Source: an optimization exercise on an open RTL-to-GDS flow (aim: small area, a short achievable clock period and few clock cycles per item). Production flows keep margins and buffers that such runs may drop.
At most, simulation tests tie the RTL to the original design; equivalence was not proved.

Setup of old:
==> module flex_bch, before the edit <==
module flex_bch (
    input  wire        clk,
    input  wire        rst,
    input  wire        in_valid,
    output wire        in_ready,
    input  wire        in_op,
    input  wire [31:0] in_word,
    output wire        out_valid,
    input  wire        out_ready,
    output wire [31:0] out_word,
    output wire        out_ok,
    output wire [1:0]  out_nfix
);
    wire [4:0] s1, s3;
    wire [9:0] e;            
    wire xn31 = in_word[4] ^ in_word[15];
    wire xn32 = in_word[22] ^ in_word[25];
    wire xn33 = in_word[6] ^ in_word[14];
    wire xn34 = in_word[2] ^ in_word[11];
    wire xn35 = in_word[16] ^ in_word[17];
    wire xn36 = in_word[5] ^ in_word[7];
    wire xn37 = in_word[21] ^ in_word[24];
    wire xn38 = in_word[3] ^ in_word[12];
    wire xn39 = xn31 ^ xn34;
    wire xn40 = in_word[8] ^ in_word[23];
    wire xn41 = in_word[1] ^ in_word[27];
    wire xn42 = in_word[0] ^ in_word[26];
    wire xn43 = in_word[13] ^ in_word[19];
    wire xn44 = in_word[10] ^ in_word[18];
    wire xn45 = xn38 ^ xn43;
    wire xn46 = xn32 ^ xn36;
    wire xn47 = xn35 ^ xn44;
    wire xn48 = xn33 ^ xn37;
    wire xn49 = in_word[14] ^ in_word[16];
    wire xn50 = in_word[9] ^ in_word[20];
    wire xn51 = in_word[5] ^ in_word[21];
    wire xn52 = in_word[1] ^ in_word[30];
    wire xn53 = xn31 ^ xn51;
    wire xn54 = xn35 ^ xn42;
    wire xn55 = xn33 ^ xn40;
    wire xn56 = xn39 ^ xn47;
    wire xn57 = xn45 ^ xn46;
    assign s1[0] = ((((in_word[20] ^ in_word[8]) ^ xn31) ^ (xn49 ^ xn52)) ^ xn57);
    assign s1[1] = ((((in_word[0] ^ in_word[18]) ^ (in_word[29] ^ in_word[7])) ^ xn39) ^ (xn45 ^ xn48));
    assign s1[2] = ((((in_word[19] ^ in_word[28]) ^ (in_word[6] ^ in_word[7])) ^ (xn32 ^ xn40)) ^ xn56);
    assign s1[3] = ((((in_word[15] ^ in_word[22]) ^ (in_word[3] ^ in_word[9])) ^ (xn36 ^ xn41)) ^ (xn47 ^ xn48));
    assign s1[4] = ((((in_word[13] ^ in_word[2]) ^ xn50) ^ xn53) ^ (xn54 ^ xn55));
    assign s3[0] = ((((in_word[12] ^ in_word[25]) ^ xn52) ^ xn48) ^ xn56);
    assign s3[1] = ((((in_word[11] ^ in_word[27]) ^ (in_word[28] ^ in_word[4])) ^ (xn32 ^ xn37)) ^ ((xn38 ^ xn42) ^ (xn49 ^ xn50)));
    assign s3[2] = ((((in_word[15] ^ in_word[18]) ^ xn34) ^ xn54) ^ xn57);
    assign s3[3] = ((((in_word[10] ^ in_word[12]) ^ (in_word[13] ^ in_word[17])) ^ ((in_word[23] ^ in_word[26]) ^ (in_word[28] ^ in_word[29]))) ^ ((xn32 ^ xn41) ^ xn53));
    assign s3[4] = ((((in_word[0] ^ in_word[20]) ^ xn41) ^ xn39) ^ (xn46 ^ xn55));
    wire [9:0] rem;          
    wire [9:0] s = {s3, s1};
    wire xm10 = s[0] ^ s[5];
    wire xm11 = s[3] ^ xm10;
    wire xm12 = s[1] ^ s[4];
    wire xm13 = s[7] ^ s[9];
    wire xm14 = s[8] ^ xm12;
    wire xm15 = s[2] ^ s[6];
    wire xm16 = s[6] ^ xm14;
    wire xm17 = s[2] ^ s[9];
    wire xm18 = xm13 ^ xm15;
    wire xm19 = s[4] ^ xm11;
    assign rem[0] = ((s[0] ^ s[7]) ^ xm16);
    assign rem[1] = (s[1] ^ xm18);
    assign rem[2] = (xm17 ^ xm11);
    assign rem[3] = xm11;
    assign rem[4] = xm16;
    assign rem[5] = ((xm10 ^ xm17) ^ xm14);
    assign rem[6] = (xm15 ^ xm19);
    assign rem[7] = ((xm13 ^ xm11) ^ xm16);
    assign rem[8] = (xm10 ^ xm18);
    assign rem[9] = (xm13 ^ xm19);
    wire [9:0] d_hi = in_word[30:21] ^ ({rem[0], rem[1], rem[2], rem[3], rem[4], rem[5], rem[6], rem[7], rem[8], rem[9]} & {10{in_op}});
    reg        full;
    reg [30:0] word;
    assign in_ready  = !full || out_ready;
    assign out_valid = full;
    always @(posedge clk) begin
        if (rst)
            full <= 1'b0;
        else if (in_ready)
            full <= in_valid;
    end
    wire [24:0] g;
    wire [4:0]  tau;
    gf32_inv u_tab (.a(s1), .g(g), .tau(tau));
    wire [4:0] s1g = s1 & {5{!in_op}};
    wire [4:0] s3g = s3 & {5{!in_op}};
    wire remz = (s1 == 5'd0 && s3 == 5'd0);
    wire [4:0] pa, pb;
    gf32_mul u_pa (.a({10'd0, g[14:0]}), .b({2'b00, s3g[2:0]}), .y(pa));
    gf32_mul u_pb (.a({g[24:15], 15'd0}), .b({s3g[4:3], 3'b000}), .y(pb));
    wire d_ta = ~^(tau[2:0] & s3g[2:0]);
    wire d_tb = (^(tau[4:3] & s3g[4:3])) || in_op || remz;
    reg       b31, ta, tb;
    reg [4:0] ra, rb, rc;
    always @(posedge clk) begin
        if (in_ready) begin
            b31  <= in_word[31];
            ta   <= d_ta;
            tb   <= d_tb;
            word <= {d_hi, in_word[20:0]};
            ra   <= pa;
            rb   <= pb;
            rc   <= pb ^ s1g;
        end
    end
    wire fix = !(ta ^ tb);
    wire ok  = fix;
    wire [4:0] r1 = ra ^ rc, r2 = ra ^ rb;
    wire b31_out = b31 && !ok;
    wire [30:0] m1, m2;
    gf32_log u_m1 (.a(r1), .m(m1));
    gf32_log u_m2 (.a(r2), .m(m2));
    wire [30:0] fixed = word ^ ((m1 | m2) & {31{fix}});
    assign out_word = {b31_out, fixed};
    assign out_ok   = ok;
    assign out_nfix = {fix && r1 != 5'd0, fix && r1 == 5'd0 && r2 != 5'd0};
endmodule
Settings: LEC_CHECK=0, CAP_MARGIN=20, CORE_MARGIN=2, CORE_UTILIZATION=50, CTS_BUF_LIST=sky130_fd_sc_hd__clkbuf_4 sky130_fd_sc_hd__clkbuf_8, PLACE_DENSITY=0.7, SETUP_SLACK_MARGIN=3.5, SLEW_MARGIN=20; clock period 8.0 ns.
standard.sh (not shown) runs the stock make flow with config.mk's settings and CLKGATE_MAP_FILE= SYNTH_SCRIPT=/design/flow/synth_recipe.tcl, a recipe that flattens the netlist after the stock synthesis.
==> flow/flow/run.sh <==
#!/bin/bash
# Layout: the standard flow (ORFS synthesis, floorplan, power grid, place, CTS,
# route) with two changes:
#  - the half/full adder cells and the 3-input XOR/XNOR cells are added to the
#    platform's don't-use list, so Yosys's adder extraction leaves the XOR logic to
#    ABC, which maps it into faster 2-input gates;
#  - the port buffers are buf_2 cells instead of the delay cells buffer_ports picks.
# Registers are untouched: same names and cell types as the standard synthesis.
# ORFS writes each step's log to orfs/logs/; make's output goes to standard.log.
set -euo pipefail
export BUFFER_PORTS_ARGS="-buffer_cell sky130_fd_sc_hd__buf_2"
PLATFORM_DONT_USE=$(make -s -C "$FLOW_HOME" DESIGN_CONFIG="$PWD/config.mk" WORK_HOME="$PWD/orfs_q" print-DONT_USE_CELLS 2>/dev/null | sed -n 's/^DONT_USE_CELLS *: *//p')
rm -rf orfs_q
EXTRA=""
for c in ha_1 ha_2 ha_4 fa_1 fa_2 fa_4 xor3_1 xor3_2 xor3_4 xnor3_1 xnor3_2 xnor3_4; do
  EXTRA="$EXTRA sky130_fd_sc_hd__$c"
done
echo "DONT_USE_CELLS=$PLATFORM_DONT_USE$EXTRA" > dont_use.log
bash standard.sh "DONT_USE_CELLS=$PLATFORM_DONT_USE$EXTRA" finish > standard.log 2>&1
## Diff of input files: new against old
-- flow/design.v --
<<< old, line 174
    wire [4:0]  tau;
    gf32_inv u_tab (.a(s1), .g(g), .tau(tau));
    wire [4:0] s1g = s1 & {5{!in_op}};
    wire [4:0] s3g = s3 & {5{!in_op}};
    wire remz = (s1 == 5'd0 && s3 == 5'd0);
    wire [4:0] pa, pb;
    gf32_mul u_pa (.a({10'd0, g[14:0]}), .b({2'b00, s3g[2:0]}), .y(pa));
    gf32_mul u_pb (.a({g[24:15], 15'd0}), .b({s3g[4:3], 3'b000}), .y(pb));
    wire d_ta = ~^(tau[2:0] & s3g[2:0]);
    wire d_tb = (^(tau[4:3] & s3g[4:3])) || in_op || remz;
    reg       b31, ta, tb;
    reg [4:0] ra, rb, rc;
    always @(posedge clk) begin
        if (in_ready) begin
            b31  <= in_word[31];
            ta   <= d_ta;
            tb   <= d_tb;
>>> new, line 174
    wire [4:0]  tau;
    gf32_inv u_tab (.a(s1), .g(g), .tau(tau));
    wire [4:0] pa, pb;
    gf32_mul u_pa (.a({10'd0, g[14:0]}), .b({2'b00, s3[2:0]}), .y(pa));
    gf32_mul u_pb (.a({g[24:15], 15'd0}), .b({s3[4:3], 3'b000}), .y(pb));
    wire d_ta = ~^(tau[2:0] & s3[2:0]);
    wire d_tb = ^(tau[4:3] & s3[4:3]);
    reg       b31, op, remz, ta, tb;
    reg [4:0] ra, rb, rc;
    always @(posedge clk) begin
        if (in_ready) begin
            b31  <= in_word[31];
            op   <= in_op;
            remz <= (s1 == 5'd0 && s3 == 5'd0);
            ta   <= d_ta;
            tb   <= d_tb;
<<< old, line 192
            ra   <= pa;
            rb   <= pb;
            rc   <= pb ^ s1g;
        end
    end
    wire fix = !(ta ^ tb);
    wire ok  = fix;
    wire [4:0] r1 = ra ^ rc, r2 = ra ^ rb;
    wire b31_out = b31 && !ok;
>>> new, line 191
            ra   <= pa;
            rb   <= pb;
            rc   <= pb ^ s1;
        end
    end
    wire fix = !op && !(ta ^ tb);
    wire ok  = op || remz || fix;
    wire [4:0] r1 = ra ^ rc, r2 = ra ^ rb;
    wire b31_out = b31 && !ok;
<<< old, line 205
    assign out_word = {b31_out, fixed};
    assign out_ok   = ok;
    assign out_nfix = {fix && r1 != 5'd0, fix && r1 == 5'd0 && r2 != 5'd0};
endmodule
>>> new, line 204
    assign out_word = {b31_out, fixed};
    assign out_ok   = ok;
    assign out_nfix = {fix && r1 != 5'd0, fix && r1 == 5'd0};
endmodule
==> run notes <==
Looking at synthesized-area fraction occupied by ao, oa, aoi and oai cells, new sits 0.70 points below old.
In new relative to old, net total in the final layout had gone down by a few percent.
[compare] base=old new=new: area used by multi-input combinational logic went down; clock period minus final worst setup slack moved up.
new vs old, worst setup path endpoint: rc[1]$_DFFE_PP_ vs tb$_DFFE_PP_
new — signed area change from the synthesized netlist to the final layout 0.20 points higher, old as reference
Testbench counts of new, summed over its fixed seeds: cycles 4,808, items 4,800.
The RTL of old was laid out without a check of its function.

[port drivers added, routing unchanged]
In the flow no input, the clock included, has a driving cell. The finished layouts below were timed again as built, in two steps.
Step 1, drivers: a clkbuf_16 drives clk and a buf_2 each remaining input, both assumed.
Step 2 times the ports against the registers' clock, not the clock port: input delays grow and output delays shrink by t, the midpoint of the rising clock arrivals with the driver on.
Slacks: ideal ports / drivers / drivers and shift; pairs: ideal ports / drivers.
| run | shift t [ns] | slack for setup (ns) | pins driven straight from the clock port |
|---|---|---|---|
| old | 0.341 | 3.630 / 3.639 / 3.298 | 1 |
| new | 0.325 | 3.561 / 3.566 / 3.241 | 1 |
After both steps every run listed still meets setup and hold. For old, which loses most, drivers alone change the setup slack by +0.009 ns; drivers and shift together by -0.332 ns.
